This is an optimization exercise on Yosys and OpenROAD, whose aim is small area, a short achievable clock period and few clock cycles per item, not a production implementation.
RTL that was checked went through simulation tests only; none was proved equivalent to the original.
For runs 1 and 3, only the layout was checked, not whether the RTL still works.
Power is estimated from default activity; no workload was simulated.

$ cat flow/design.v
module lamp_div (
    input  wire [7:0]  r_in,     
    input  wire [3:0]  bits,     
    input  wire [7:0]  m1,       
    input  wire [9:0]  m3,       
    input  wire [10:0] m5,       
    input  wire [10:0] m7,       
    input  wire [11:0] m9,       
    input  wire [11:0] m11,      
    input  wire [11:0] m13,      
    input  wire [11:0] m15,      
    output reg  [7:0]  r_out,    
    output reg  [3:0]  q         
);
    wire [11:0] y = {r_in, bits};
    wire [11:0] mk [1:15];
    assign mk[1]  = {4'd0, m1};
    assign mk[2]  = {3'd0, m1, 1'b0};
    assign mk[3]  = {2'd0, m3};
    assign mk[4]  = {2'd0, m1, 2'b00};
    assign mk[5]  = {1'd0, m5};
    assign mk[6]  = {1'd0, m3, 1'b0};
    assign mk[7]  = {1'd0, m7};
    assign mk[8]  = {1'd0, m1, 3'b000};
    assign mk[9]  = m9;
    assign mk[10] = {m5, 1'b0};
    assign mk[11] = m11;
    assign mk[12] = {m3, 2'b00};
    assign mk[13] = m13;
    assign mk[14] = {m7, 1'b0};
    assign mk[15] = m15;
    wire [12:0] s  [0:15];
    assign s[0] = {1'b0, y};
    wire [15:0] ge;
    assign ge[0] = 1'b1;
    genvar k;
    generate
        for (k = 1; k < 16; k = k + 1) begin : cmp
            assign s[k]  = {1'b0, y} - {1'b0, mk[k]};
            assign ge[k] = ~s[k][12];
        end
    endgenerate
    wire [15:0] sel = ge & ~{1'b0, ge[15:1]};
    integer j;
    always @(*) begin
        q     = 4'd0;
        r_out = 8'd0;
        for (j = 0; j < 16; j = j + 1) begin
            q     = q     | ({4{sel[j]}} & j[3:0]);
            r_out = r_out | ({8{sel[j]}} & s[j][7:0]);
        end
    end
endmodule
module lamp_ctrl (
    input  wire        clk,
    input  wire        rst,
    input  wire        cmd_valid,
    output wire        cmd_ready,
    input  wire [3:0]  cmd_op,
    input  wire [7:0]  cmd_a,
    input  wire [7:0]  cmd_b,
    input  wire [7:0]  cmd_c,
    input  wire [15:0] cmd_m,
    input  wire [31:0] cmd_t,
    output reg         rsp_valid,
    output reg  [15:0] rsp_data
);
    localparam OP_SET_LAMP   = 4'd0;
    localparam OP_READ_STATE = 4'd1;
    localparam OP_READ_DIM   = 4'd2;
    localparam OP_READ_FLASH = 4'd3;
    localparam OP_OFF_ALL    = 4'd4;
    localparam OP_FLASH_ALL  = 4'd5;
    localparam OP_SET_DIV    = 4'd6;
    localparam OP_APPLY      = 4'd7;
    localparam OP_STROBE     = 4'd8;
    localparam OP_LOAD_CYCLE = 4'd9;
    reg  [63:0]  st;         
    reg  [63:0]  dm1;        
    reg  [63:0]  dm2;        
    reg  [511:0] fp;         
    reg  [7:0]   div1, div2;
    reg  [2:0]   bank;
    reg  [31:0]  cycle;
    reg  [7:0]   r1;         
    reg  [7:0]   r2;         
    reg rst_q;
    reg         ready_q;
    reg         c_valid;
    reg  [3:0]  c_op;
    reg  [9:0]  c_fop;       
    reg         c_setok;     
    reg         c_divok;     
    reg  [7:0]  c_abank;     
    reg  [7:0]  c_abit;      
    reg  [7:0]  c_a, c_b;
    reg         c_bz;        
    reg         c_c1, c_c2;  
    reg  [7:0]  c_l;         
    reg  [7:0]  c_qh;        
    reg  [5:0]  c_rh;        
    reg         c_m0;        
    reg         c_mlo;       
    reg         c_mhi;       
    reg  [31:0] c_t;
    assign cmd_ready = ready_q;
    wire accept   = cmd_valid && ready_q;
    wire multi_in = (cmd_op == OP_FLASH_ALL) || (cmd_op == OP_APPLY);
    wire strb_in  = (cmd_op == OP_STROBE);
    reg          m_apply;    
    reg          m_mod;      
    reg          first;      
    reg  [1:0]   prep;       
    reg          tail;       
    reg          wbp;        
    reg          par;        
    reg  [2:0]   acnt;       
    reg  [2:0]   mcnt;       
    reg          mph;        
    reg  [7:0]   M1;         
    reg  [9:0]   M3;
    reg  [10:0]  M5, M7;
    reg  [11:0]  M9, M11, M13, M15;
    reg  [7:0]   P_cmp;      
    reg  [63:0]  match;      
    reg          w_v;        
    reg  [7:0]   w_fu;       
    reg  [7:0]   w_bank;     
    reg  [7:0]   w_bit;      
    reg  [5:0]   fsel;       
    reg          fallp;      
    reg  [7:0]   P_nx;       
    reg          more;       
    reg  [63:0]  pend;       
    reg  [31:0]  Q;          
    reg  [5:0]   r50;        
    reg  [7:0]   RA;         
    wire stall = c_valid && m_mod &&
                 (c_fop[OP_STROBE] || c_fop[OP_FLASH_ALL] || c_fop[OP_APPLY]);
    wire id_ok   = (c_a[7:6] == 2'b00);
    wire x_set   = c_valid && c_setok;
    wire x_off   = c_valid && c_fop[OP_OFF_ALL];
    wire x_fall  = c_valid && !m_mod && c_fop[OP_FLASH_ALL];
    wire x_apply = c_valid && !m_mod && c_fop[OP_APPLY];
    wire x_div   = c_valid && c_fop[OP_SET_DIV];
    wire x_load  = c_valid && c_fop[OP_LOAD_CYCLE];
    wire x_strb  = c_valid && !m_mod && c_fop[OP_STROBE];
    function [13:0] fu_tab(input [5:0] h);
        case (h)
            6'd0: fu_tab = {8'd0, 6'd0};
            6'd1: fu_tab = {8'd5, 6'd6};
            6'd2: fu_tab = {8'd10, 6'd12};
            6'd3: fu_tab = {8'd15, 6'd18};
            6'd4: fu_tab = {8'd20, 6'd24};
            6'd5: fu_tab = {8'd25, 6'd30};
            6'd6: fu_tab = {8'd30, 6'd36};
            6'd7: fu_tab = {8'd35, 6'd42};
            6'd8: fu_tab = {8'd40, 6'd48};
            6'd9: fu_tab = {8'd46, 6'd4};
            6'd10: fu_tab = {8'd51, 6'd10};
            6'd11: fu_tab = {8'd56, 6'd16};
            6'd12: fu_tab = {8'd61, 6'd22};
            6'd13: fu_tab = {8'd66, 6'd28};
            6'd14: fu_tab = {8'd71, 6'd34};
            6'd15: fu_tab = {8'd76, 6'd40};
            6'd16: fu_tab = {8'd81, 6'd46};
            6'd17: fu_tab = {8'd87, 6'd2};
            6'd18: fu_tab = {8'd92, 6'd8};
            6'd19: fu_tab = {8'd97, 6'd14};
            6'd20: fu_tab = {8'd102, 6'd20};
            6'd21: fu_tab = {8'd107, 6'd26};
            6'd22: fu_tab = {8'd112, 6'd32};
            6'd23: fu_tab = {8'd117, 6'd38};
            6'd24: fu_tab = {8'd122, 6'd44};
            6'd25: fu_tab = {8'd128, 6'd0};
            6'd26: fu_tab = {8'd133, 6'd6};
            6'd27: fu_tab = {8'd138, 6'd12};
            6'd28: fu_tab = {8'd143, 6'd18};
            6'd29: fu_tab = {8'd148, 6'd24};
            6'd30: fu_tab = {8'd153, 6'd30};
            6'd31: fu_tab = {8'd158, 6'd36};
            6'd32: fu_tab = {8'd163, 6'd42};
            6'd33: fu_tab = {8'd168, 6'd48};
            6'd34: fu_tab = {8'd174, 6'd4};
            6'd35: fu_tab = {8'd179, 6'd10};
            6'd36: fu_tab = {8'd184, 6'd16};
            6'd37: fu_tab = {8'd189, 6'd22};
            6'd38: fu_tab = {8'd194, 6'd28};
            6'd39: fu_tab = {8'd199, 6'd34};
            6'd40: fu_tab = {8'd204, 6'd40};
            6'd41: fu_tab = {8'd209, 6'd46};
            6'd42: fu_tab = {8'd215, 6'd2};
            6'd43: fu_tab = {8'd220, 6'd8};
            6'd44: fu_tab = {8'd225, 6'd14};
            6'd45: fu_tab = {8'd230, 6'd20};
            6'd46: fu_tab = {8'd235, 6'd26};
            6'd47: fu_tab = {8'd240, 6'd32};
            6'd48: fu_tab = {8'd245, 6'd38};
            6'd49: fu_tab = {8'd250, 6'd44};
            6'd50: fu_tab = {8'd0, 6'd0};
            6'd51: fu_tab = {8'd0, 6'd0};
            6'd52: fu_tab = {8'd0, 6'd0};
            6'd53: fu_tab = {8'd0, 6'd0};
            6'd54: fu_tab = {8'd0, 6'd0};
            6'd55: fu_tab = {8'd0, 6'd0};
            6'd56: fu_tab = {8'd0, 6'd0};
            6'd57: fu_tab = {8'd0, 6'd0};
            6'd58: fu_tab = {8'd0, 6'd0};
            6'd59: fu_tab = {8'd0, 6'd0};
            6'd60: fu_tab = {8'd0, 6'd0};
            6'd61: fu_tab = {8'd0, 6'd0};
            6'd62: fu_tab = {8'd0, 6'd0};
            6'd63: fu_tab = {8'd0, 6'd0};
            default: fu_tab = 14'd0;
        endcase
    endfunction
    function [14:0] t50_tab(input [5:0] r);
        case (r)
            6'd0: t50_tab = {4'd0, 4'd1, 6'd0, 1'b0};
            6'd1: t50_tab = {4'd0, 4'd1, 6'd16, 1'b0};
            6'd2: t50_tab = {4'd0, 4'd1, 6'd32, 1'b0};
            6'd3: t50_tab = {4'd0, 4'd1, 6'd48, 1'b1};
            6'd4: t50_tab = {4'd1, 4'd2, 6'd14, 1'b0};
            6'd5: t50_tab = {4'd1, 4'd2, 6'd30, 1'b0};
            6'd6: t50_tab = {4'd1, 4'd2, 6'd46, 1'b1};
            6'd7: t50_tab = {4'd2, 4'd3, 6'd12, 1'b0};
            6'd8: t50_tab = {4'd2, 4'd3, 6'd28, 1'b0};
            6'd9: t50_tab = {4'd2, 4'd3, 6'd44, 1'b1};
            6'd10: t50_tab = {4'd3, 4'd4, 6'd10, 1'b0};
            6'd11: t50_tab = {4'd3, 4'd4, 6'd26, 1'b0};
            6'd12: t50_tab = {4'd3, 4'd4, 6'd42, 1'b1};
            6'd13: t50_tab = {4'd4, 4'd5, 6'd8, 1'b0};
            6'd14: t50_tab = {4'd4, 4'd5, 6'd24, 1'b0};
            6'd15: t50_tab = {4'd4, 4'd5, 6'd40, 1'b1};
            6'd16: t50_tab = {4'd5, 4'd6, 6'd6, 1'b0};
            6'd17: t50_tab = {4'd5, 4'd6, 6'd22, 1'b0};
            6'd18: t50_tab = {4'd5, 4'd6, 6'd38, 1'b1};
            6'd19: t50_tab = {4'd6, 4'd7, 6'd4, 1'b0};
            6'd20: t50_tab = {4'd6, 4'd7, 6'd20, 1'b0};
            6'd21: t50_tab = {4'd6, 4'd7, 6'd36, 1'b1};
            6'd22: t50_tab = {4'd7, 4'd8, 6'd2, 1'b0};
            6'd23: t50_tab = {4'd7, 4'd8, 6'd18, 1'b0};
            6'd24: t50_tab = {4'd7, 4'd8, 6'd34, 1'b0};
            6'd25: t50_tab = {4'd8, 4'd9, 6'd0, 1'b0};
            6'd26: t50_tab = {4'd8, 4'd9, 6'd16, 1'b0};
            6'd27: t50_tab = {4'd8, 4'd9, 6'd32, 1'b0};
            6'd28: t50_tab = {4'd8, 4'd9, 6'd48, 1'b1};
            6'd29: t50_tab = {4'd9, 4'd10, 6'd14, 1'b0};
            6'd30: t50_tab = {4'd9, 4'd10, 6'd30, 1'b0};
            6'd31: t50_tab = {4'd9, 4'd10, 6'd46, 1'b1};
            6'd32: t50_tab = {4'd10, 4'd11, 6'd12, 1'b0};
            6'd33: t50_tab = {4'd10, 4'd11, 6'd28, 1'b0};
            6'd34: t50_tab = {4'd10, 4'd11, 6'd44, 1'b1};
            6'd35: t50_tab = {4'd11, 4'd12, 6'd10, 1'b0};
            6'd36: t50_tab = {4'd11, 4'd12, 6'd26, 1'b0};
            6'd37: t50_tab = {4'd11, 4'd12, 6'd42, 1'b1};
            6'd38: t50_tab = {4'd12, 4'd13, 6'd8, 1'b0};
            6'd39: t50_tab = {4'd12, 4'd13, 6'd24, 1'b0};
            6'd40: t50_tab = {4'd12, 4'd13, 6'd40, 1'b1};
            6'd41: t50_tab = {4'd13, 4'd14, 6'd6, 1'b0};
            6'd42: t50_tab = {4'd13, 4'd14, 6'd22, 1'b0};
            6'd43: t50_tab = {4'd13, 4'd14, 6'd38, 1'b1};
            6'd44: t50_tab = {4'd14, 4'd15, 6'd4, 1'b0};
            6'd45: t50_tab = {4'd14, 4'd15, 6'd20, 1'b0};
            6'd46: t50_tab = {4'd14, 4'd15, 6'd36, 1'b1};
            6'd47: t50_tab = {4'd15, 4'd0, 6'd2, 1'b0};
            6'd48: t50_tab = {4'd15, 4'd0, 6'd18, 1'b0};
            6'd49: t50_tab = {4'd15, 4'd0, 6'd34, 1'b0};
            6'd50: t50_tab = {4'd0, 4'd1, 6'd0, 1'b0};
            6'd51: t50_tab = {4'd0, 4'd1, 6'd0, 1'b0};
            6'd52: t50_tab = {4'd0, 4'd1, 6'd0, 1'b0};
            6'd53: t50_tab = {4'd0, 4'd1, 6'd0, 1'b0};
            6'd54: t50_tab = {4'd0, 4'd1, 6'd0, 1'b0};
            6'd55: t50_tab = {4'd0, 4'd1, 6'd0, 1'b0};
            6'd56: t50_tab = {4'd0, 4'd1, 6'd0, 1'b0};
            6'd57: t50_tab = {4'd0, 4'd1, 6'd0, 1'b0};
            6'd58: t50_tab = {4'd0, 4'd1, 6'd0, 1'b0};
            6'd59: t50_tab = {4'd0, 4'd1, 6'd0, 1'b0};
            6'd60: t50_tab = {4'd0, 4'd1, 6'd0, 1'b0};
            6'd61: t50_tab = {4'd0, 4'd1, 6'd0, 1'b0};
            6'd62: t50_tab = {4'd0, 4'd1, 6'd0, 1'b0};
            6'd63: t50_tab = {4'd0, 4'd1, 6'd0, 1'b0};
            default: t50_tab = 15'd0;
        endcase
    endfunction
    function [3:0] t50_thr(input [5:0] r);
        case (r)
            6'd0: t50_thr = 4'd0;
            6'd1: t50_thr = 4'd0;
            6'd2: t50_thr = 4'd0;
            6'd3: t50_thr = 4'd2;
            6'd4: t50_thr = 4'd0;
            6'd5: t50_thr = 4'd0;
            6'd6: t50_thr = 4'd4;
            6'd7: t50_thr = 4'd0;
            6'd8: t50_thr = 4'd0;
            6'd9: t50_thr = 4'd6;
            6'd10: t50_thr = 4'd0;
            6'd11: t50_thr = 4'd0;
            6'd12: t50_thr = 4'd8;
            6'd13: t50_thr = 4'd0;
            6'd14: t50_thr = 4'd0;
            6'd15: t50_thr = 4'd10;
            6'd16: t50_thr = 4'd0;
            6'd17: t50_thr = 4'd0;
            6'd18: t50_thr = 4'd12;
            6'd19: t50_thr = 4'd0;
            6'd20: t50_thr = 4'd0;
            6'd21: t50_thr = 4'd14;
            6'd22: t50_thr = 4'd0;
            6'd23: t50_thr = 4'd0;
            6'd24: t50_thr = 4'd0;
            6'd25: t50_thr = 4'd0;
            6'd26: t50_thr = 4'd0;
            6'd27: t50_thr = 4'd0;
            6'd28: t50_thr = 4'd2;
            6'd29: t50_thr = 4'd0;
            6'd30: t50_thr = 4'd0;
            6'd31: t50_thr = 4'd4;
            6'd32: t50_thr = 4'd0;
            6'd33: t50_thr = 4'd0;
            6'd34: t50_thr = 4'd6;
            6'd35: t50_thr = 4'd0;
            6'd36: t50_thr = 4'd0;
            6'd37: t50_thr = 4'd8;
            6'd38: t50_thr = 4'd0;
            6'd39: t50_thr = 4'd0;
            6'd40: t50_thr = 4'd10;
            6'd41: t50_thr = 4'd0;
            6'd42: t50_thr = 4'd0;
            6'd43: t50_thr = 4'd12;
            6'd44: t50_thr = 4'd0;
            6'd45: t50_thr = 4'd0;
            6'd46: t50_thr = 4'd14;
            6'd47: t50_thr = 4'd0;
            6'd48: t50_thr = 4'd0;
            6'd49: t50_thr = 4'd0;
            6'd50: t50_thr = 4'd0;
            6'd51: t50_thr = 4'd0;
            6'd52: t50_thr = 4'd0;
            6'd53: t50_thr = 4'd0;
            6'd54: t50_thr = 4'd0;
            6'd55: t50_thr = 4'd0;
            6'd56: t50_thr = 4'd0;
            6'd57: t50_thr = 4'd0;
            6'd58: t50_thr = 4'd0;
            6'd59: t50_thr = 4'd0;
            6'd60: t50_thr = 4'd0;
            6'd61: t50_thr = 4'd0;
            6'd62: t50_thr = 4'd0;
            6'd63: t50_thr = 4'd0;
            default: t50_thr = 4'd0;
        endcase
    endfunction
    wire [13:0] fu_t   = fu_tab(cmd_m[13:8]);
    wire [8:0]  fu_s   = {3'b000, c_rh} + {1'b0, c_l};
    wire [2:0]  fu_c   = (fu_s >= 9'd300) ? 3'd6 : (fu_s >= 9'd250) ? 3'd5 :
                         (fu_s >= 9'd200) ? 3'd4 : (fu_s >= 9'd150) ? 3'd3 :
                         (fu_s >= 9'd100) ? 3'd2 : (fu_s >= 9'd50)  ? 3'd1 : 3'd0;
    wire [7:0]  fu_q   = c_qh + {5'd0, fu_c};
    reg  [7:0]  fu;
    always @(*) begin
        if (c_m0)
            fu = 8'd0;
        else if (c_mhi)
            fu = 8'd250;
        else if (c_mlo)
            fu = 8'd1;
        else
            fu = fu_q;
    end
    wire [63:0] nz;
    wire [63:0] match_d;
    genvar gi;
    generate
        for (gi = 0; gi < 64; gi = gi + 1) begin : g_cmp
            assign nz[gi]    = |fp[8*gi +: 8];
            assign match_d[gi] = (fp[8*gi +: 8] == P_cmp);
        end
    endgenerate
    wire [63:0] rest = pend & ~match;
    wire [63:0] w_hit;
    wire [63:0] nz_eff;
    generate
        for (gi = 0; gi < 64; gi = gi + 1) begin : g_w
            assign w_hit[gi]  = w_v && w_bank[gi / 8] && w_bit[gi % 8];
            assign nz_eff[gi] = w_hit[gi] ? (w_fu != 8'd0) : nz[gi];
        end
    endgenerate
    wire [63:0] pe_in = (m_apply && !tail) ? rest : nz_eff;
    wire        pe_any;
    wire [5:0]  pe_idx;
    lamp_pe64 u_pe (.v(pe_in), .any(pe_any), .idx(pe_idx));
    wire [7:0] fp_rd  = fp[8*fsel +: 8];
    wire        t50_wr = x_fall || x_apply ||
                         (m_apply && first && !tail && (prep != 2'd0 || acnt <= 3'd3));
    wire [14:0] t50_qs  = t50_tab(r50);         
    wire [3:0]  t50_t   = t50_thr(r50);         
    wire [6:0]  t50_u   = {1'b0, t50_qs[6:1]} + {3'b000, c_t[27:24]};
    wire        t50_ex  = t50_qs[0] && (c_t[27:24] >= t50_t);
    wire [3:0]  q50     = t50_ex ? t50_qs[10:7] : t50_qs[14:11];
    wire [5:0]  r50_out = t50_ex ? (t50_u - 7'd50) : t50_u[5:0];
    wire [7:0] rA_out;
    wire [3:0] qA;
    lamp_div u_lane (
        .r_in(RA), .bits(Q[31:28]),
        .m1(M1), .m3(M3), .m5(M5), .m7(M7), .m9(M9), .m11(M11), .m13(M13), .m15(M15),
        .r_out(rA_out), .q(qA));
    wire round_end = m_apply && (prep == 2'd0) && !tail && (acnt == 3'd6);
    wire mod_half  = m_mod && (mcnt == 3'd7);
    wire mod_end   = mod_half && mph;
    wire mod_start = x_div || x_load;
    wire mod_next  = mod_start || (m_mod && !mod_end);
    wire go        = x_fall || x_apply;
    wire        div_ok   = c_valid && c_divok;
    wire        m_first = m_apply && (prep == 2'd2);
    wire        m_load  = mod_start || mod_half || m_first || round_end;
    wire [7:0]  m_src   = mod_start ? (c_divok ? c_a : div1) : P_nx;
    wire [11:0] m_d     = {4'd0, m_src};
    reg ready_n;
    always @(*) begin
        if (accept && (multi_in || (strb_in && mod_next)))
            ready_n = 1'b0;
        else if (stall)
            ready_n = mod_end && (c_op == OP_STROBE);
        else if (x_apply || x_fall)
            ready_n = 1'b0;
        else if (m_apply && prep == 2'd1)
            ready_n = !fallp && !more;
        else if (m_apply)
            ready_n = tail || (prep == 2'd0 && acnt >= 3'd5 && !more);
        else
            ready_n = 1'b1;
    end
    wire        clr_all = rst_q || x_off;
    wire        set_any = x_set && !clr_all;
    wire [63:0] wbm     = {64{wbp}} & pend & match;
    wire [63:0] st_eff  = (st & ~wbm) | (wbm & {64{~par}});
    wire        dm1_wd  = set_any && c_c1;
    wire        dm2_wd  = set_any && c_c2;
    wire [7:0]  fp_wd   = clr_all ? 8'd0 : x_fall ? 8'd10 : w_fu;
    wire [63:0] sel_l;
    generate
        for (gi = 0; gi < 64; gi = gi + 1) begin : g_sel
            assign sel_l[gi] = x_set && c_abank[gi / 8] && c_abit[gi % 8];
        end
    endgenerate
    wire [63:0] st_en   = {64{clr_all}} | sel_l | wbm;
    wire [63:0] dm_en   = {64{clr_all || x_fall}} | sel_l;
    wire [63:0] fp_en   = {64{clr_all || x_fall}} | w_hit;
    wire [63:0] pd_en   = {64{go}} | ({64{wbp}} & match);
    wire [63:0] pd_wd   = {64{go}} & ({64{x_fall}} | nz_eff);
    wire [63:0] lit = st_eff | ({64{r1 != 8'd0}} & dm1) | ({64{r2 != 8'd0}} & dm2);
    wire [7:0]  v   = lit[8*bank +: 8];
    wire [7:0] r1_inc = r1 + 8'd1;
    wire [7:0] r2_inc = r2 + 8'd1;
    wire       wrap   = &cycle;
    wire w_rd_hit = w_v && |(w_bank & c_abank) && |(w_bit & c_abit);
    integer l;
    always @(posedge clk) begin
        rst_q <= rst;
        if (ready_q) begin
            c_op <= cmd_op;
            c_fop   <= 10'd1 << cmd_op;
            c_setok <= (cmd_op == OP_SET_LAMP) && (cmd_a[7:6] == 2'b00) && (cmd_c <= 8'd2);
            c_divok <= (cmd_op == OP_SET_DIV) && (cmd_a != 8'd0) && (cmd_b != 8'd0);
            c_abank <= 8'd1 << cmd_a[5:3];
            c_abit  <= 8'd1 << cmd_a[2:0];
            c_a  <= cmd_a;
            c_b  <= cmd_b;
            c_bz <= (cmd_b == 8'd0);
            c_c1 <= (cmd_c == 8'd1);
            c_c2 <= (cmd_c == 8'd2);
            c_l  <= cmd_m[7:0];
            c_qh <= fu_t[13:6];
            c_rh <= fu_t[5:0];
            c_m0 <= (cmd_m == 16'd0);
            c_mlo <= (cmd_m < 16'd50);
            c_mhi <= (cmd_m >= 16'd12550);
            c_t  <= cmd_t;
        end else if (t50_wr) begin
            c_t  <= c_t << 4;
        end
        c_valid <= !rst && (accept || stall);
        ready_q <= !rst && ready_n;
        rsp_valid <= c_valid && !stall && !rst;
        rsp_data  <= 16'd0;
        if (c_valid) begin
            case (c_op)
            OP_READ_STATE: if (id_ok) rsp_data <= {15'd0, ~st_eff[c_a[5:0]]};
            OP_READ_DIM:   if (id_ok) rsp_data <= {14'd0, dm2[c_a[5:0]], dm1[c_a[5:0]]};
            OP_READ_FLASH: if (id_ok) rsp_data <= {8'd0, w_rd_hit ? w_fu : fp_rd};
            OP_STROBE:     rsp_data <= {5'd0, bank, v};
            default:       rsp_data <= 16'd0;
            endcase
        end
        w_v <= !rst && set_any;
        if (set_any) begin
            w_fu   <= fu;
            w_bank <= c_abank;
            w_bit  <= c_abit;
        end
        match <= match_d;
        for (l = 0; l < 64; l = l + 1) begin
            if (st_en[l])  st[l]        <= clr_all || (sel_l[l] ? c_bz : ~par);
            if (dm_en[l])  dm1[l]       <= dm1_wd;
            if (dm_en[l])  dm2[l]       <= dm2_wd;
            if (fp_en[l])  fp[8*l +: 8] <= fp_wd;
            if (pd_en[l])  pend[l]      <= pd_wd[l];
        end
        if (ready_q)
            r50 <= {2'b00, cmd_t[31:28]};
        else if (t50_wr)
            r50 <= r50_out;
        if (mod_start)
            Q <= x_load ? c_t : cycle;
        else if (mod_half)
            Q <= cycle;
        else if (m_mod)
            Q <= Q << 4;
        else if (go)
            Q <= {q50, Q[27:0]};
        else if (m_apply && prep == 2'd1)
            Q <= {Q[31:28], q50, Q[23:0]};
        else if (m_apply && prep == 2'd2)
            Q <= {Q[31:24], q50, Q[19:0]};
        else
            Q <= {Q[27:20], (t50_wr ? q50 : Q[19:16]), Q[15:4], Q[31:28], Q[3:0]};
        P_cmp <= M1;
        fsel  <= (accept && cmd_op == OP_READ_FLASH) ? cmd_a[5:0] : pe_idx;
        if (mod_start)
            P_nx <= c_divok ? c_b : div2;
        else if (!m_mod)
            P_nx <= fp_rd;
        more  <= pe_any;
        if (m_load) begin
            M1  <= m_src;
            M3  <= (m_d << 1) + m_d;
            M5  <= (m_d << 2) + m_d;
            M7  <= (m_d << 3) - m_d;
            M9  <= (m_d << 3) + m_d;
            M11 <= (m_d << 3) + (m_d << 1) + m_d;
            M13 <= (m_d << 3) + (m_d << 2) + m_d;
            M15 <= (m_d << 4) - m_d;
        end
        wbp <= round_end;
        if (round_end)
            par <= qA[0];
        if (rst) begin
            m_apply <= 1'b0;
            prep    <= 2'd0;
            tail    <= 1'b0;
            first   <= 1'b0;
            acnt    <= 3'd0;
        end else if (go) begin
            m_apply <= 1'b1;
            prep    <= 2'd1;
            tail    <= 1'b0;
            first   <= 1'b1;
            fallp   <= x_fall;
        end else if (m_apply) begin
            if (prep == 2'd1) begin
                prep    <= (fallp || more) ? 2'd2 : 2'd0;
                if (!fallp && !more)
                    m_apply <= 1'b0;
            end else if (prep == 2'd2) begin
                prep    <= 2'd0;
                acnt    <= 3'd0;
                RA      <= 8'd0;
            end else if (tail) begin
                m_apply <= 1'b0;
                tail    <= 1'b0;
            end else if (round_end) begin
                first   <= 1'b0;
                acnt    <= 3'd0;
                RA      <= 8'd0;
                tail    <= !more;
            end else begin
                acnt    <= acnt + 3'd1;
                RA      <= rA_out;
            end
        end
        if (rst) begin
            m_mod <= 1'b0;
            mph   <= 1'b0;
            mcnt  <= 3'd0;
        end else if (mod_start) begin
            m_mod <= 1'b1;
            mph   <= 1'b0;
            mcnt  <= 3'd0;
            RA    <= 8'd0;
        end else if (m_mod) begin
            mcnt  <= mcnt + 3'd1;
            RA    <= mod_half ? 8'd0 : rA_out;
            if (mod_half)
                mph <= 1'b1;
            if (mod_end)
                m_mod <= 1'b0;
        end
        if (rst_q) begin
            div1  <= 8'd2;
            div2  <= 8'd3;
            bank  <= 3'd0;
            cycle <= 32'd0;
            r1    <= 8'd0;
            r2    <= 8'd0;
        end else begin
            if (div_ok) begin
                div1 <= c_a;
                div2 <= c_b;
            end
            if (x_load) begin
                cycle <= c_t;
                bank  <= 3'd0;
            end
            if (mod_half && !mph)
                r1 <= rA_out;
            if (mod_end)
                r2 <= rA_out;
            if (x_strb) begin
                bank <= bank + 3'd1;
                if (bank == 3'd7) begin
                    cycle <= cycle + 32'd1;
                    r1 <= (wrap || r1_inc == div1) ? 8'd0 : r1_inc;
                    r2 <= (wrap || r2_inc == div2) ? 8'd0 : r2_inc;
                end
            end
        end
    end
endmodule
module lamp_pe64 (
    input  wire [63:0] v,
    output wire        any,
    output wire [5:0]  idx
);
    wire [31:0] a1;
    wire [31:0] i1;
    wire [15:0] a2;
    wire [31:0] i2;
    wire [7:0]  a3;
    wire [23:0] i3;
    wire [3:0]  a4;
    wire [15:0] i4;
    wire [1:0]  a5;
    wire [9:0]  i5;
    genvar g;
    generate
        for (g = 0; g < 32; g = g + 1) begin : l1
            assign a1[g] = v[2*g] | v[2*g+1];
            assign i1[g] = ~v[2*g];
        end
        for (g = 0; g < 16; g = g + 1) begin : l2
            assign a2[g]        = a1[2*g] | a1[2*g+1];
            assign i2[2*g +: 2] = a1[2*g] ? {1'b0, i1[2*g]} : {1'b1, i1[2*g+1]};
        end
        for (g = 0; g < 8; g = g + 1) begin : l3
            assign a3[g]        = a2[2*g] | a2[2*g+1];
            assign i3[3*g +: 3] = a2[2*g] ? {1'b0, i2[4*g +: 2]} : {1'b1, i2[4*g+2 +: 2]};
        end
        for (g = 0; g < 4; g = g + 1) begin : l4
            assign a4[g]        = a3[2*g] | a3[2*g+1];
            assign i4[4*g +: 4] = a3[2*g] ? {1'b0, i3[6*g +: 3]} : {1'b1, i3[6*g+3 +: 3]};
        end
        for (g = 0; g < 2; g = g + 1) begin : l5
            assign a5[g]        = a4[2*g] | a4[2*g+1];
            assign i5[5*g +: 5] = a4[2*g] ? {1'b0, i4[8*g +: 4]} : {1'b1, i4[8*g+4 +: 4]};
        end
    endgenerate
    assign any = a5[0] | a5[1];
    assign idx = a5[0] ? {1'b0, i5[4:0]} : {1'b1, i5[9:5]};
endmodule
$ cat flow/run.sh
#!/bin/bash
# synth_recipe.tcl (not shown) runs the flow's synth.tcl, then flattens the netlist and writes it again
# the make line also repeats each setting of config.mk as NAME=value (left out here)
make -C /OpenROAD-flow-scripts/flow DESIGN_CONFIG=/design/flow/config.mk WORK_HOME=/design/flow/orfs CLKGATE_MAP_FILE= SYNTH_SCRIPT=/design/flow/synth_recipe.tcl finish
$ cat flow/config.mk
export PLATFORM = sky130hd
export DESIGN_NAME = lamp_ctrl
export DESIGN_NICKNAME = lamp_ctrl
export VERILOG_FILES = /design/flow/design.v
export SDC_FILE = /design/flow/constraint.sdc
export NUM_CORES = 4
export LEC_CHECK = 0
export CAP_MARGIN = 20
export CORE_MARGIN = 2
export CORE_UTILIZATION = 60
export SLEW_MARGIN = 20
$ cat flow/constraint.sdc
create_clock -name core_clock -period 12.0 [get_ports {clk}]
set_input_delay 2.4000 -clock core_clock [delete_from_list [all_inputs] [get_ports {clk}]]
set_output_delay 2.4000 -clock core_clock [all_outputs]
set_load 0.01 [all_outputs]
==> results by group, run 1 <==
Drt
  • Via count: 56100
  • WL/cell: 29.8 um
  • Drt pass-1 iters: 6
  • Drt total wl: 242000 um
  • Detailed router's first-iteration violation count: 7406
  • Via density: 6.90
  • # DRC: 0
  • Final ANT Viol Nets: 0

STA
  • Period utilization: 0.418
  • Endpoints failing setup: 0
  • Final hold vios: 0
  • Slew headroom: 0.185
  • Fmax: 200 MHz
  • RSZ-0062 raised after global routing: false
  • Final Slew Violations: 0
  • Clk_skew: 0.0567 ns
  • Final worst path period need: 5.01 ns
  • Setup TNS: 0 ns
  • Least-Margin Pin Slew: 1.22 ns

Worst setup path
  • Crit-path cells: buf_4 -> clkinv_1 -> nand2_1 -> nor2_4 -> buf_4 -> buf_4 -> and2_2 -> buf_4
  • Setup Crit Path Kind: reg2reg
  • Critical path launch point: rst_q$_DFF_P_
  • R2R Path End: fp[21]$_DFFE_PP_
  • Element type at the critical path start: register
  • R2R Setup Slk: 6.99 ns
  • Crit path DAT: 5.45 ns
  • R2R depth: 8
  • Worst setup EP type: register
  • CP Max Fanout: 74
  • Most used cell, CP: buf_4
  • Slowest CP cell: buf_4
  • Critical Path RT: 12.44 ns
  • Slowest stage delay, CP: 0.85 ns
  • R2r startpoint: rst_q$_DFF_P_

Pwr
  • Clk pwr share: 0.308
  • Leakage: 27.5 nW
  • Flop pwr share: 0.400
  • Worst IR Drop VDD: 0.134 mV
  • Net Sw Frac: 0.337
  • P per Cell Area: 169 nW/um^2
  • Combinational share of power: 0.292
  • P_sw: 4.39 mW
  • Int Pwr: 8.63 mW

Synthesis
  • FF+latch count, synth: 1195
  • Cell area after synthesis: 70400 sq um
  • EDFF count, synth: 1009
  • Post-Syn Instances: 6522
  • Post-synth top area cell: edfxtp_1
  • Netlist cell types: 99
  • Top_reg_cell synth: edfxtp_1
  • Seq/Total Area, Yosys: 0.483
  • Avg Synthesized Cell Area: 10.8 sq um
  • Ys async rst share: 0
  • Top cells by area, synth: edfxtp_1 (43%), xnor2_1 (7.6%), mux4_2 (7.4%)
  • Ys Warns: 2
  • Post-synth top area share: 0.430

Global route
  • Global-route wire length before repair: 353000 um
  • Met2 Use GR: 0.623
  • GRT Residual Overflow: 0
  • Met3 Track Usage GR: 0.0844
  • Most used routing layer: met2
  • Vias in the first global route: 53300
  • Gr usage total: 0.397
  • Largest net degree at the start of global routing: 93
  • Global routing met1 resource utilization: 0.501
  • Initial antenna violation count: 15

Run
  • Max cap viols: 0

Floorplanning
  • Initial cell density of the core: 0.606
  • Die area: 120000 sq um
  • Row count: 125
  • Core ar.: 116000 sq um
  • # IOs: 97
  • Die W: 347 um
  • DIE HEIGHT: 347 um

Layout
  • P&R area growth vs syn: 9.48%
  • Fill count: 8922
  • Final core occ: 0.663
  • Post-layout net count: 6818
  • Ratio of cells with drive above 1 in the final layout: 0.102

Place
  • Routability cong.: 1.01
  • Port bufs: 91
  • Hpwl dp: 166000 um

CTS
  • Root buf cell: clkbuf_16
  • Clk Latency, worst-skew pair: 0.79 ns
  • Clock Tree Buf Depth: 3
  • Num CTS Buffers: 132
  • H-tree depth: 4
  • Sinks on the clock net: 1195
  • CTS tree: yes
  • Clk pin slew, worst setup/hold paths: 0.06 ns
  • Post-CTS Hold Buffers: 0
  • Cts repair resizes: 0
  • Postcts setup bufs: 0

Hold path
  • Hold Crit Class: reg2reg
  • Worst hold path startpoint: M1[5]$_DFFE_PP_
  • WHS Path Cells: 0
  • Hold endpoint: P_cmp[5]$_DFF_P_

Run status
  • Status: finished clean
critical path, delay by kind of cell (launching register included):
| kind | cells | cell delay [ns] |
|---|---|---|
| flip-flops | 1 | 0.31 |
| buffers and inverters | 5 | 2.91 |
| AND/OR/NAND/NOR | 3 | 1.23 |
cells in the mapped netlist, types with 28 or more instances:
cell / instances
mux2i_1: 33
nand4_1: 163
edfxtp_1: 1009
and2_1: 46
and3_1: 45
or3_1: 37
nor2_1: 355
dfxtp_1: 186
a31oi_1: 50
nand2b_1: 47
ha_1: 225
nor4_1: 149
clkbuf_1: 314
nor3b_1: 37
a221oi_1: 75
a21o_1: 48
nand2_1: 823
xor2_1: 58
nand3_1: 307
a22oi_1: 29
inv_1: 210
mux2_2: 35
nor2b_1: 60
o21a_1: 34
a21oi_1: 354
o21ai_0: 319
buf_1: 52
a211oi_1: 58
xnor2_1: 614
mux4_2: 231
nor3_1: 89
o211ai_1: 28
logic make-up after synthesis:
group                    after synthesis  share of synthesized area
AO/OA/AOI/OAI                       1266                      0.116
XOR/XNOR                             672                     0.0836
adder cells (fa/ha/maj)              252                     0.0475
buffers and inverters                605                     0.0331
flip-flops                          1195                      0.483
multiplexers                         299                     0.0842
other                                  1                  0.0000533
AND/OR/NAND/NOR                     2232                      0.152
worst max-delay path by stage:
| stage | endpoint | slack [ns] | cells after the start |
|---|---|---|---|
| 3_3_place_gp | c_qh[2]$_DFFE_PP_ | 6.84 | 8 |
| 6_report | fp[21]$_DFFE_PP_ | 6.99 | 8 |
| 5_1_grt | fp[98]$_DFFE_PP_ | 6.91 | 8 |
| 3_5_place_dp | c_rh[3]$_DFFE_PP_ | 6.86 | 7 |
| 4_1_cts | rsp_data[1]$_SDFF_PN0_ | 7.03 | 9 |
| 2_1_floorplan | M13[9]$_DFFE_PP_ | 7.37 | 17 |
power groups by stage:
stage | combinational, mW | clock (mW) | sequential [mW]
floorplan | 2.61 | 0 | 5.17
detailed placement | 3.69 | 0 | 5.28
CTS | 3.72 | 4.03 | 5.19
global route | 4.11 | 4.19 | 5.22
finish | 3.80 | 4.01 | 5.20
global placement | 3.64 | 0 | 5.28
per-stage QoR:
stage	setup slack [ns]	power, mW	cell area, sq um	std cells	hold WS (ns)
after detailed placement	6.86	8.97	72800	7876	0.374
final	6.99	13.0	77100	8127	0.389
after floorplan	7.37	7.78	70400	6526	0.348
after global placement	6.84	8.91	72800	7876	0.363
after global routing	6.91	13.5	77100	8122	0.411
after CTS	7.03	12.9	77000	8120	0.396
flip-flops by register name, summed over array words and instances, names as in the netlist, 9 cells and up:
| signal | flops |
|---|---|
| M5 | 9 |
| dm1 | 64 |
| fp | 512 |
| st | 64 |
| c_t | 31 |
| match | 64 |
| M13 | 9 |
| Q | 32 |
| M9 | 9 |
| M3 | 9 |
| dm2 | 64 |
| cycle | 32 |
| pend | 64 |
| M15 | 9 |
| rsp_data | 11 |
| M11 | 9 |
| M7 | 9 |
final cells by class:
type	count	area [sq um]	area share
Multi-Input combinational cell	4726	34100	0.443
Antenna cell	5	12.5	0.000162
Timing Repair Buffer	216	1890	0.0246
Tap cell	1524	1910	0.0247
Sequential cell	1195	34100	0.442
Clock buffer	163	3510	0.0456
Inverter	217	815	0.0106
Clock inverter	81	707	0.00917
cells in the final DEF (no fill, tap or decap), types with 26 or more instances in the layout:
cell / synthesis / layout
a211oi_1: 58 / 58
a21o_1: 48 / 48
a21oi_1: 354 / 353
a221oi_1: 75 / 75
a22oi_1: 29 / 29
a31oi_1: 50 / 50
and2_1: 46 / 40
and3_1: 45 / 43
buf_4: 5 / 122
clkbuf_16: 0 / 133
clkdlybuf4s50_1: 0 / 91
clkinv_1: 4 / 26
clkinv_2: 0 / 30
dfxtp_1: 186 / 171
edfxtp_1: 1009 / 1009
fa_1: 26 / 26
ha_1: 225 / 225
inv_1: 210 / 208
mux2_2: 35 / 35
mux2i_1: 33 / 33
mux4_2: 231 / 231
nand2_1: 823 / 823
nand2b_1: 47 / 46
nand3_1: 307 / 304
nand4_1: 163 / 163
nor2_1: 355 / 351
nor2b_1: 60 / 60
nor3_1: 89 / 89
nor3b_1: 37 / 37
nor4_1: 149 / 149
o211ai_1: 28 / 28
o21a_1: 34 / 34
o21ai_0: 319 / 316
o21bai_1: 26 / 26
or3_1: 37 / 37
xnor2_1: 614 / 614
xor2_1: 58 / 58
metal layers:
metal	up-vias	routed length (um)
li1	24400	-
met2	3696	110000
met1	27100	86600
met3	844	26700
met4	12	18400
met5	-	78
==> run 2: changes to the inputs <==
--- a/flow/design.v
+++ b/flow/design.v
@@ -388,5 +388,5 @@
         end
     endgenerate
-    wire [63:0] pe_in = (m_apply && !tail) ? rest : nz_eff;
+    wire [63:0] pe_in = m_apply ? rest : nz_eff;
     wire        pe_any;
     wire [5:0]  pe_idx;
@@ -429,5 +429,5 @@
             ready_n = !fallp && !more;
         else if (m_apply)
-            ready_n = tail || (prep == 2'd0 && acnt >= 3'd5 && !more);
+            ready_n = tail || (round_end && !more);
         else
             ready_n = 1'b1;
@@ -435,6 +435,5 @@
     wire        clr_all = rst_q || x_off;
     wire        set_any = x_set && !clr_all;
-    wire [63:0] wbm     = {64{wbp}} & pend & match;
-    wire [63:0] st_eff  = (st & ~wbm) | (wbm & {64{~par}});
+    wire        st_wd   = clr_all || (set_any ? c_bz : ~par);
     wire        dm1_wd  = set_any && c_c1;
     wire        dm2_wd  = set_any && c_c2;
@@ -446,10 +445,10 @@
         end
     endgenerate
-    wire [63:0] st_en   = {64{clr_all}} | sel_l | wbm;
+    wire [63:0] st_en   = {64{clr_all}} | sel_l | ({64{wbp}} & pend & match);
     wire [63:0] dm_en   = {64{clr_all || x_fall}} | sel_l;
     wire [63:0] fp_en   = {64{clr_all || x_fall}} | w_hit;
     wire [63:0] pd_en   = {64{go}} | ({64{wbp}} & match);
     wire [63:0] pd_wd   = {64{go}} & ({64{x_fall}} | nz_eff);
-    wire [63:0] lit = st_eff | ({64{r1 != 8'd0}} & dm1) | ({64{r2 != 8'd0}} & dm2);
+    wire [63:0] lit = st | ({64{r1 != 8'd0}} & dm1) | ({64{r2 != 8'd0}} & dm2);
     wire [7:0]  v   = lit[8*bank +: 8];
     wire [7:0] r1_inc = r1 + 8'd1;
@@ -488,5 +487,5 @@
         if (c_valid) begin
             case (c_op)
-            OP_READ_STATE: if (id_ok) rsp_data <= {15'd0, ~st_eff[c_a[5:0]]};
+            OP_READ_STATE: if (id_ok) rsp_data <= {15'd0, ~st[c_a[5:0]]};
             OP_READ_DIM:   if (id_ok) rsp_data <= {14'd0, dm2[c_a[5:0]], dm1[c_a[5:0]]};
             OP_READ_FLASH: if (id_ok) rsp_data <= {8'd0, w_rd_hit ? w_fu : fp_rd};
@@ -503,5 +502,5 @@
         match <= match_d;
         for (l = 0; l < 64; l = l + 1) begin
-            if (st_en[l])  st[l]        <= clr_all || (sel_l[l] ? c_bz : ~par);
+            if (st_en[l])  st[l]        <= st_wd;
             if (dm_en[l])  dm1[l]       <= dm1_wd;
             if (dm_en[l])  dm2[l]       <= dm2_wd;
==> run 2 against run 1 <==
  * Largest power group unchanged
  * Setup slack better by 0.035 ns
  * Combinational power hardly changed
  * Synthesized area is 2.2% lower
  * Sequential share of layout area is 1.0 points higher
==> results by group, run 2 <==
Floorplanning
  • Row count: 124 (-0.80%)
  • Die W: 343 um (-1.1%)
  • Core ar.: 114000 sq um (-1.9%)
  • Initial cell density of the core: 0.604 (-0.00183)
  • Die area: 118000 sq um (-2.1%)
  • # IOs: 97 (unchanged)
  • DIE HEIGHT: 343 um (-1.1%)

Worst setup path
  • Critical Path RT: 12.64 ns (+0.20 ns)
  • Critical path depth: 8 (unchanged)
  • R2R Setup Slk: 7.02 ns (+0.04 ns)
  • Element type at the critical path start: register
  • Critical path launch point: fsel[0]$_DFF_P_
  • Setup Crit Path Kind: reg2reg
  • Crit-path leading delay family: multiplexers
  • CP Buf/Inv Count: 2 (-3)
  • R2r startpoint: fsel[0]$_DFF_P_
  • Slowest stage delay, CP: 0.81 ns (-0.04 ns)
  • Slowest CP cell: dfxtp_4
  • R2R Path End: rsp_data[7]$_SDFF_PN0_
  • R2R depth: 8 (unchanged)
  • Crit path DAT: 5.62 ns (+0.17 ns)
  • Worst setup EP type: register
  • Most used cell, CP: mux4_2
  • Crit path capture: rsp_data[7]$_SDFF_PN0_
  • CP Max Fanout: 36 (-51%)
  • Crit-path cells: buf_4 -> buf_4 -> mux4_2 -> mux4_2 -> mux4_2 -> mux2i_1 -> or2_2 -> a21oi_1

STA
  • Fmax: 201 MHz (+0.70%)
  • Setup TNS: 0 ns (unchanged)
  • Slew headroom: 0.210 (+0.0257)
  • Hold_ws: 0.373 ns (-0.0154 ns)
  • RSZ-0062 raised after global routing: false
  • Final Slew Violations: 0 (unchanged)
  • Least-Margin Pin Slew: 1.18 ns (-0.0385 ns)
  • Final worst path period need: 4.98 ns (-0.0351 ns)
  • Endpoints failing setup: 0 (unchanged)
  • Period utilization: 0.415 (-0.00292)
  • Final hold vios: 0 (unchanged)
  • Clk_skew: 0.0358 ns (-0.0209 ns)

Drt
  • Via count: 53500 (-4.6%)
  • Detailed router's first-iteration violation count: 7925 (+7.0%)
  • Drt pass-1 iters: 9 (+3)
  • WL/cell: 29.6 um (-0.69%)
  • Final ANT Viol Nets: 0 (unchanged)
  • Via density: 6.91 (+0.15%)
  • Drt total wl: 229000 um (-5.4%)
  • # DRC: 0 (unchanged)

CTS
  • Clk pin slew, worst setup/hold paths: 0.06 ns (about the same)
  • H-tree depth: 4 (unchanged)
  • Postcts setup bufs: 0 (unchanged)
  • Sinks on the clock net: 1195 (unchanged)
  • Clk Latency, worst-skew pair: 0.78 ns (about the same)
  • CTS tree: yes
  • Post-CTS Hold Buffers: 0 (unchanged)
  • Clock Tree Buf Depth: 3 (unchanged)
  • Cts repair resizes: 0 (unchanged)
  • Root buf cell: clkbuf_16
  • Num CTS Buffers: 133 (+0.76%)

Synthesis
  • FF+latch count, synth: 1195 (unchanged)
  • Top cells by count, synth: edfxtp_1 (1009), nand2_1 (625), xnor2_1 (618)
  • Cell area after synthesis: 68900 sq um (-2.2%)
  • Post-synth top area share: 0.440 (+0.00953)
  • Post-synth top area cell: edfxtp_1
  • Ys async rst share: 0 (unchanged)
  • Top_reg_cell synth: edfxtp_1
  • Avg Synthesized Cell Area: 11.2 sq um (+3.7%)
  • Seq/Total Area, Yosys: 0.494 (+0.0107)
  • Ys Warns: 2 (unchanged)
  • Post-Syn Instances: 6155 (-5.6%)
  • EDFF count, synth: 1009 (unchanged)
  • Netlist cell types: 98 (-1.0%)
  • Top cells by area, synth: edfxtp_1 (44%), xnor2_1 (7.9%), mux4_2 (7.6%)
  • Most frequent cell after synthesis: edfxtp_1

Pwr
  • Flop pwr share: 0.400 (about the same)
  • P per Cell Area: 173 nW/um^2 (+2.2%)
  • Leakage: 26.5 nW (-3.6%)
  • Int Pwr: 8.67 mW (+0.47%)
  • P_sw: 4.34 mW (-1.1%)
  • Clk pwr share: 0.306 (-0.002)
  • Net Sw Frac: 0.334 (-0.00345)
  • Worst IR Drop VDD: 0.173 mV (+29%)
  • Combinational share of power: 0.293 (about the same)

Global route
  • GRT Residual Overflow: 0 (unchanged)
  • Initial antenna violation count: 11 (-4)
  • Largest net degree at the start of global routing: 96 (+3.2%)
  • Gr usage total: 0.385 (-0.0128)
  • Vias in the first global route: 50400 (-5.3%)
  • Global-route wire length before repair: 333000 um (-5.6%)

Layout
  • Ratio of cells with drive above 1 in the final layout: 0.102 (+0.000120)
  • Top reg by flops: fp
  • Post-layout net count: 6453 (-5.4%)
  • P&R area growth vs syn: 9.39% (about the same)
  • Max FFs per register: 512 (unchanged)
  • Most frequent cells in the layout: edfxtp_1 (1009), nand2_1 (625), xnor2_1 (618), nor2_1 (356)
  • Most common cell after layout, fill and taps aside: edfxtp_1

Run status
  • Status: finished clean

Place
  • Routability cong.: 1.01 (about the same)
  • Hpwl dp: 160000 um (-3.6%)
  • Port bufs: 91 (unchanged)

Hold path
  • Hold Crit Class: reg2reg

Run
  • Max cap viols: 0 (unchanged)
-- run 2: layer usage --
layer | global-route usage | vias to the layer above | routed length [um]
li1 | - | 23100 | -
met1 | 0.545 | 26200 | 91400
met2 | 0.550 | 3551 | 96000
met3 | 0.130 | 582 | 32000
met4 | 0.141 | 16 | 9240
met5 | 0.0104 | - | 388
-- run 2: cells by family after synthesis --
| kind of cell | Yosys count | share of synthesized area |
|---|---|---|
| AOI/OAI and AO/OA | 1138 | 0.110 |
| xor gates and xnor gates | 670 | 0.0852 |
| adders and majority gates | 251 | 0.0484 |
| buffers and inverters | 596 | 0.0338 |
| DFF | 1195 | 0.494 |
| muxes | 309 | 0.0879 |
| other | 1 | 0.0000545 |
| and+or+nand+nor | 1995 | 0.140 |
-- run 2: final cells by class --
type	instances	area (sq um)
tap	1512	1890
clock inverter	56	505
clock buffer	184	3670
multi-input combinational	4368	32600
inverter	231	867
sequential	1195	34100
timing repair buffer	195	1690
fill	8826	38700
antenna	3	7.51
-- run 2: how the worst min path moves through the flow --
stage	from	to	slack, ns	cells past startpoint
6_report	M1[5]$_DFFE_PP_	P_cmp[5]$_DFF_P_	0.37	0
5_1_grt	M1[5]$_DFFE_PP_	P_cmp[5]$_DFF_P_	0.39	0
4_1_cts	M1[4]$_DFFE_PP_	P_cmp[4]$_DFF_P_	0.37	0
3_5_place_dp	M1[5]$_DFFE_PP_	P_cmp[5]$_DFF_P_	0.36	0
3_3_place_gp	M1[5]$_DFFE_PP_	P_cmp[5]$_DFF_P_	0.36	0
2_1_floorplan	M1[2]$_DFFE_PP_	P_cmp[2]$_DFF_P_	0.35	0
-- run 2: stage by stage --
step	std cells	total power [mW]	utilization	cell area (sq um)	setup WS [ns]
2_1_floorplan	6159	7.76	-	68900	7.48
3_3_place_gp	7501	8.91	0.624	71100	6.64
3_5_place_dp	7501	8.96	0.624	71100	6.65
4_1_cts	7741	12.9	0.661	75300	7.12
5_1_grt	7741	13.5	0.661	75300	6.86
6_report	7744	13.0	0.661	75300	7.02
-- run 2: power groups by stage --
| stage | Sequential, mW | Combinational [mW] | Clock [mW] |
|---|---|---|---|
| 2_1_floorplan | 5.18 | 2.58 | 0 |
| 3_3_place_gp | 5.28 | 3.64 | 0 |
| 3_5_place_dp | 5.28 | 3.68 | 0 |
| 4_1_cts | 5.20 | 3.71 | 4.00 |
| 5_1_grt | 5.23 | 4.10 | 4.16 |
| 6_report | 5.21 | 3.81 | 3.99 |
Testbench counts of run 2, summed over its fixed seeds: cycles 12,112, items 3,200.
==> run 3: changes to the inputs <==
--- a/flow/design.v
+++ b/flow/design.v
@@ -112,4 +112,5 @@
     reg          first;      
     reg  [1:0]   prep;       
+    reg          mfix;       
     reg          tail;       
     reg          wbp;        
@@ -388,5 +389,5 @@
         end
     endgenerate
-    wire [63:0] pe_in = m_apply ? rest : nz_eff;
+    wire [63:0] pe_in = (m_apply && !tail) ? rest : nz_eff;
     wire        pe_any;
     wire [5:0]  pe_idx;
@@ -394,5 +395,5 @@
     wire [7:0] fp_rd  = fp[8*fsel +: 8];
     wire        t50_wr = x_fall || x_apply ||
-                         (m_apply && first && !tail && (prep != 2'd0 || acnt <= 3'd3));
+                         (m_apply && first && !tail && !lstall && (prep != 2'd0 || acnt <= 3'd4));
     wire [14:0] t50_qs  = t50_tab(r50);         
     wire [3:0]  t50_t   = t50_thr(r50);         
@@ -414,6 +415,8 @@
     wire go        = x_fall || x_apply;
     wire        div_ok   = c_valid && c_divok;
-    wire        m_first = m_apply && (prep == 2'd2);
+    wire        m_pre   = m_apply && (prep == 2'd1);
+    wire        m_first = m_apply && (prep == 2'd0) && mfix;
     wire        m_load  = mod_start || mod_half || m_first || round_end;
+    wire        lstall  = m_first && !tail && (acnt == 3'd0) && (M1[7:3] == 5'd0);
     wire [7:0]  m_src   = mod_start ? (c_divok ? c_a : div1) : P_nx;
     wire [11:0] m_d     = {4'd0, m_src};
@@ -429,5 +432,5 @@
             ready_n = !fallp && !more;
         else if (m_apply)
-            ready_n = tail || (round_end && !more);
+            ready_n = tail || (prep == 2'd0 && acnt >= 3'd5 && !more);
         else
             ready_n = 1'b1;
@@ -435,5 +438,6 @@
     wire        clr_all = rst_q || x_off;
     wire        set_any = x_set && !clr_all;
-    wire        st_wd   = clr_all || (set_any ? c_bz : ~par);
+    wire [63:0] wbm     = {64{wbp}} & pend & match;
+    wire [63:0] st_eff  = (st & ~wbm) | (wbm & {64{~par}});
     wire        dm1_wd  = set_any && c_c1;
     wire        dm2_wd  = set_any && c_c2;
@@ -445,11 +449,14 @@
         end
     endgenerate
-    wire [63:0] st_en   = {64{clr_all}} | sel_l | ({64{wbp}} & pend & match);
+    wire [63:0] st_en   = {64{clr_all}} | sel_l | wbm;
     wire [63:0] dm_en   = {64{clr_all || x_fall}} | sel_l;
     wire [63:0] fp_en   = {64{clr_all || x_fall}} | w_hit;
     wire [63:0] pd_en   = {64{go}} | ({64{wbp}} & match);
     wire [63:0] pd_wd   = {64{go}} & ({64{x_fall}} | nz_eff);
-    wire [63:0] lit = st | ({64{r1 != 8'd0}} & dm1) | ({64{r2 != 8'd0}} & dm2);
-    wire [7:0]  v   = lit[8*bank +: 8];
+    wire [2:0]  bsel = c_fop[OP_STROBE] ? bank : c_a[5:3];
+    wire [7:0]  b_st = st_eff[8*bsel +: 8];
+    wire [7:0]  b_d1 = dm1[8*bsel +: 8];
+    wire [7:0]  b_d2 = dm2[8*bsel +: 8];
+    wire [7:0]  v    = b_st | ({8{r1 != 8'd0}} & b_d1) | ({8{r2 != 8'd0}} & b_d2);
     wire [7:0] r1_inc = r1 + 8'd1;
     wire [7:0] r2_inc = r2 + 8'd1;
@@ -487,6 +494,6 @@
         if (c_valid) begin
             case (c_op)
-            OP_READ_STATE: if (id_ok) rsp_data <= {15'd0, ~st[c_a[5:0]]};
-            OP_READ_DIM:   if (id_ok) rsp_data <= {14'd0, dm2[c_a[5:0]], dm1[c_a[5:0]]};
+            OP_READ_STATE: if (id_ok) rsp_data <= {15'd0, ~b_st[c_a[2:0]]};
+            OP_READ_DIM:   if (id_ok) rsp_data <= {14'd0, b_d2[c_a[2:0]], b_d1[c_a[2:0]]};
             OP_READ_FLASH: if (id_ok) rsp_data <= {8'd0, w_rd_hit ? w_fu : fp_rd};
             OP_STROBE:     rsp_data <= {5'd0, bank, v};
@@ -502,5 +509,5 @@
         match <= match_d;
         for (l = 0; l < 64; l = l + 1) begin
-            if (st_en[l])  st[l]        <= st_wd;
+            if (st_en[l])  st[l]        <= clr_all || (sel_l[l] ? c_bz : ~par);
             if (dm_en[l])  dm1[l]       <= dm1_wd;
             if (dm_en[l])  dm2[l]       <= dm2_wd;
@@ -522,8 +529,6 @@
         else if (m_apply && prep == 2'd1)
             Q <= {Q[31:28], q50, Q[23:0]};
-        else if (m_apply && prep == 2'd2)
-            Q <= {Q[31:24], q50, Q[19:0]};
-        else
-            Q <= {Q[27:20], (t50_wr ? q50 : Q[19:16]), Q[15:4], Q[31:28], Q[3:0]};
+        else if (!lstall)
+            Q <= {Q[27:24], (t50_wr ? q50 : Q[23:20]), Q[19:4], Q[31:28], Q[3:0]};
         P_cmp <= M1;
         fsel  <= (accept && cmd_op == OP_READ_FLASH) ? cmd_a[5:0] : pe_idx;
@@ -533,5 +538,14 @@
             P_nx <= fp_rd;
         more  <= pe_any;
-        if (m_load) begin
+        if (m_pre) begin
+            M1  <= fp_rd;
+            M3  <= 10'h3FF;
+            M5  <= 11'h7FF;
+            M7  <= 11'h7FF;
+            M9  <= 12'hFFF;
+            M11 <= 12'hFFF;
+            M13 <= 12'hFFF;
+            M15 <= 12'hFFF;
+        end else if (m_load) begin
             M1  <= m_src;
             M3  <= (m_d << 1) + m_d;
@@ -560,11 +574,10 @@
         end else if (m_apply) begin
             if (prep == 2'd1) begin
-                prep    <= (fallp || more) ? 2'd2 : 2'd0;
-                if (!fallp && !more)
-                    m_apply <= 1'b0;
-            end else if (prep == 2'd2) begin
                 prep    <= 2'd0;
                 acnt    <= 3'd0;
                 RA      <= 8'd0;
+                mfix    <= 1'b1;
+                if (!fallp && !more)
+                    m_apply <= 1'b0;
             end else if (tail) begin
                 m_apply <= 1'b0;
@@ -575,5 +588,8 @@
                 RA      <= 8'd0;
                 tail    <= !more;
+            end else if (lstall) begin
+                mfix    <= 1'b0;
             end else begin
+                mfix    <= 1'b0;
                 acnt    <= acnt + 3'd1;
                 RA      <= rA_out;
==> run 3 against run 2 <==
  * Clock power rose by 6.3%
  * Sequential power rose by 2%
  * Largest power group unchanged
  * Design area rose by 2.0%
  * Die area rose by 2.0%
  * Hold slack improved by 0.033 ns
  * First-iteration DRC count rose by 4.9%
  * Critical path depth fell by 7
  * Register-to-register slack improved by 0.13 ns
  * Cell count rose by 6.5%
  * Still clean on timing, DRC and antenna
  * Count of clock-buffer cells in the layout fell by 4
  * Sequential share of layout area fell by 1.6 points
  * Setup slack improved by 0.095 ns
==> results by group, run 3 <==
Run status
  • Status: finished clean

Drt
  • # DRC: 0 (unchanged)
  • Via count: 56800 (+6.1%)
  • Via density: 6.88 (-0.33%)
  • Drt total wl: 238000 um (+3.9%)
  • Final ANT Viol Nets: 0 (unchanged)
  • WL/cell: 28.9 um (-2.4%)
  • Detailed router's first-iteration violation count: 8311 (+4.9%)
  • Drt pass-1 iters: 8 (-1)

CTS
  • Post-CTS Hold Buffers: 0 (unchanged)
  • Postcts setup bufs: 0 (unchanged)
  • Cts repair resizes: 0 (unchanged)
  • H-tree depth: 4 (unchanged)
  • Num CTS Buffers: 132 (-0.75%)
  • CTS tree: yes
  • Clock Tree Buf Depth: 3 (unchanged)
  • Root buf cell: clkbuf_16
  • Clk pin slew, worst setup/hold paths: 0.06 ns (about the same)
  • Sinks on the clock net: 1198 (+0.25%)
  • Clk Latency, worst-skew pair: 0.79 ns (about the same)

Place
  • Post-DP Area: 72300 sq um (+1.6%)
  • Routability cong.: 0.994 (-1.2%)
  • # placed instances: 7998 (+6.6%)
  • Hpwl dp: 162000 um (+1.2%)
  • Port bufs: 91 (unchanged)

Synthesis
  • Netlist cell types: 94 (-4.1%)
  • Avg Synthesized Cell Area: 10.5 sq um (-6.4%)
  • EDFF count, synth: 947 (-6.1%)
  • FF+latch count, synth: 1198 (+0.25%)
  • Ys async rst share: 0 (unchanged)
  • Ys Warns: 2 (unchanged)
  • Post-Syn Instances: 6710 (+9.0%)
  • Most frequent cell after synthesis: edfxtp_1
  • Post-synth top area cell: edfxtp_1
  • Top_reg_cell synth: edfxtp_1
  • Post-synth top area share: 0.405 (-0.0351)
  • Seq/Total Area, Yosys: 0.476 (-0.0177)
  • Cell area after synthesis: 70200 sq um (+2.0%)
  • Top cells by area, synth: edfxtp_1 (40%), xnor2_1 (7.5%), dfxtp_1 (7.2%)
  • Top cells by count, synth: edfxtp_1 (947), nand2_1 (843), xnor2_1 (603)

STA
  • Clk_skew: 0.0426 ns (+0.00684 ns)
  • Final Slew Violations: 0 (unchanged)
  • Endpoints failing setup: 0 (unchanged)
  • Final worst path period need: 4.88 ns (-0.0949 ns)
  • Least-Margin Pin Slew: 1.24 ns (+0.0550 ns)
  • Final hold vios: 0 (unchanged)
  • Period utilization: 0.407 (-0.00791)
  • Setup TNS: 0 ns (unchanged)
  • Fmax: 205 MHz (+1.9%)
  • Slew headroom: 0.174 (-0.0367)
  • RSZ-0062 raised after global routing: false

Global route
  • Vias in the first global route: 53500 (+6.0%)
  • Met2 Use GR: 0.556 (+0.00670)
  • Gr usage total: 0.391 (+0.00666)
  • GRT Residual Overflow: 0 (unchanged)
  • Global-route wire length before repair: 351000 um (+5.3%)
  • Global routing met1 resource utilization: 0.560 (+0.0148)
  • Met3 Track Usage GR: 0.115 (-0.0152)
  • Largest net degree at the start of global routing: 141 (+47%)
  • Initial antenna violation count: 14 (+3)
  • Most used routing layer: met1

Layout
  • Ratio of cells with drive above 1 in the final layout: 0.0903 (-0.0121)
  • Most frequent cells in the layout: edfxtp_1 (947), nand2_1 (841), xnor2_1 (603), nand3_1 (405), nor2_1 (382)
  • Design area: 76800 sq um (+2.0%)
  • Fin cells: 8246 (+6.5%)
  • Max FFs per register: 512 (unchanged)
  • Final core occ: 0.661 (about the same)
  • Top reg by flops: fp
  • Fill count: 9142 (+3.6%)
  • Post-layout net count: 6945 (+7.6%)
  • P&R area growth vs syn: 9.36% (about the same)
  • Most common cell after layout, fill and taps aside: edfxtp_1

Worst setup path
  • CP Max Fanout: 56 (+56%)
  • Crit path DAT: 2.48 ns (-3.14 ns)
  • Setup Crit Path Kind: reg2out
  • CP Buf/Inv Count: 1 (-1)
  • Element type at the critical path start: register
  • Crit-path leading delay family: flip-flops
  • Slowest stage delay, CP: 0.85 ns (+0.04 ns)
  • Crit-path cells: clkdlybuf4s50_1
  • Critical path launch point: ready_q$_DFF_P_
  • Slowest CP cell: dfxtp_4
  • R2r startpoint: Q[28]$_DFFE_PP_
  • Critical Path RT: 9.60 ns (-3.04 ns)
  • Worst setup EP type: output port

Floorplanning
  • # IOs: 97 (unchanged)
  • Initial cell density of the core: 0.604 (about the same)
  • Die W: 346 um (+0.98%)
  • Row count: 125 (+0.81%)
  • Die area: 120000 sq um (+2.0%)
  • Core ar.: 116000 sq um (+1.9%)
  • DIE HEIGHT: 346 um (+0.98%)

Run
  • Max cap viols: 0 (unchanged)

Pwr
  • Worst IR Drop VDD: 0.196 mV (+13%)
  • Leakage: 27.6 nW (+4.2%)
  • P per Cell Area: 191 nW/um^2 (+10%)

Hold path
  • Hold Crit Class: reg2reg
  • Worst hold path startpoint: M1[2]$_DFFE_PP_
-- run 3: cell type report --
type,count,area (sq um),area share
multi-input cells,4877,34400,0.448
flip-flops and latches,1198,33500,0.436
clock buffers,180,3720,0.0484
well taps,1524,1910,0.0248
repair buffers,192,1680,0.0219
clock inverters,65,791,0.0103
inverters,208,781,0.0102
diodes,2,5.00,0.0000652
-- run 3: where the power goes --
group | switching [mW] | leakage (nW) | internal, mW
logic | 3.17 | 13.8 | 1.95
registers | 0.370 | 11.6 | 4.92
clock network | 1.73 | 2.21 | 2.51
-- run 3: path summary, 6_finish.rpt --
path	endpoint	slack (ns)	cells past startpoint
worst max-delay path	cmd_ready	7.12	1
worst min-delay path	P_cmp[2]$_DFF_P_	0.41	0
worst max register to register	r1[1]$_SDFF_PP0_	7.15	13
worst min register to register	P_cmp[2]$_DFF_P_	0.41	0
-- run 3: per-layer routing --
metal	vias up	routed length, um
li1	24800	-
met1	27400	94500
met2	3876	99500
met3	648	33100
met4	14	10800
met5	-	93
-- run 3: through the flow --
step	total power [mW]	setup WS, ns	hold WS (ns)
global placement	10.2	6.69	0.386
finish	14.7	7.12	0.406
floorplan	8.67	7.39	0.348
CTS	14.5	7.06	0.405
global route	15.3	6.94	0.408
detailed placement	10.3	6.72	0.368
-- run 3: worst reg2reg max path, cell delays in order, from the launching register on --
cell      delay [ns]
edfxtp_1        0.49
inv_1           0.14
ha_1            0.23
inv_1           0.10
fa_1            0.48
a21o_1          0.26
a21oi_1         0.28
o21ai_0         0.16
a2111o_1        0.46
and3_1          0.30
nor4_1          0.53
o22ai_1         0.17
a211oi_1        0.87
o21ai_0         0.21
-- run 3: kinds of logic (layout without fill, tap and decap cells) --
kind of cell             count (synthesis)  after routing  share of synthesized area
flip-flops                            1198           1198                      0.476
AO/OA/AOI/OAI                         1225           1225                      0.114
XOR/XNOR                               659            659                     0.0824
buffers and inverters                  639            645                     0.0361
other                                    1              7                  0.0000534
adder cells (fa/ha/maj)                259            259                     0.0491
AND/OR/NAND/NOR                       2407           2407                      0.164
multiplexers                           322            322                     0.0776

==> separate check: timing with driven ports <==
How much do the figures lean on ideal ports? The routed layouts below were timed once more, with nothing changed but the port constraints.
Step 1 sets driving cells, clkbuf_16 on the clock port and buf_2 on the other inputs (assumed; they add their load-dependent delay and slew).
Step 2, shift: input delay + t, output delay - t, t = (earliest + latest rising clock arrival at the registers) / 2. This alone moves slack from input paths to output paths.
a / b / c = ideal / step 1 / step 2; a / b = the first two.
run	t, ns	setup slack, ns	worst hold slack (ns)
run 1	0.847	6.988 / 6.988 / 6.818	0.389 / 0.389 / 0.389
run 2	0.835	7.023 / 7.023 / 6.602	0.373 / 0.373 / 0.373
run 3	0.847	7.118 / 7.043 / 6.650	0.406 / 0.406 / 0.406
After both steps setup and hold are still met in every run listed. The setup slack of run 3, which loses most, moves by -0.075 ns with the drivers and by -0.468 ns with both steps.
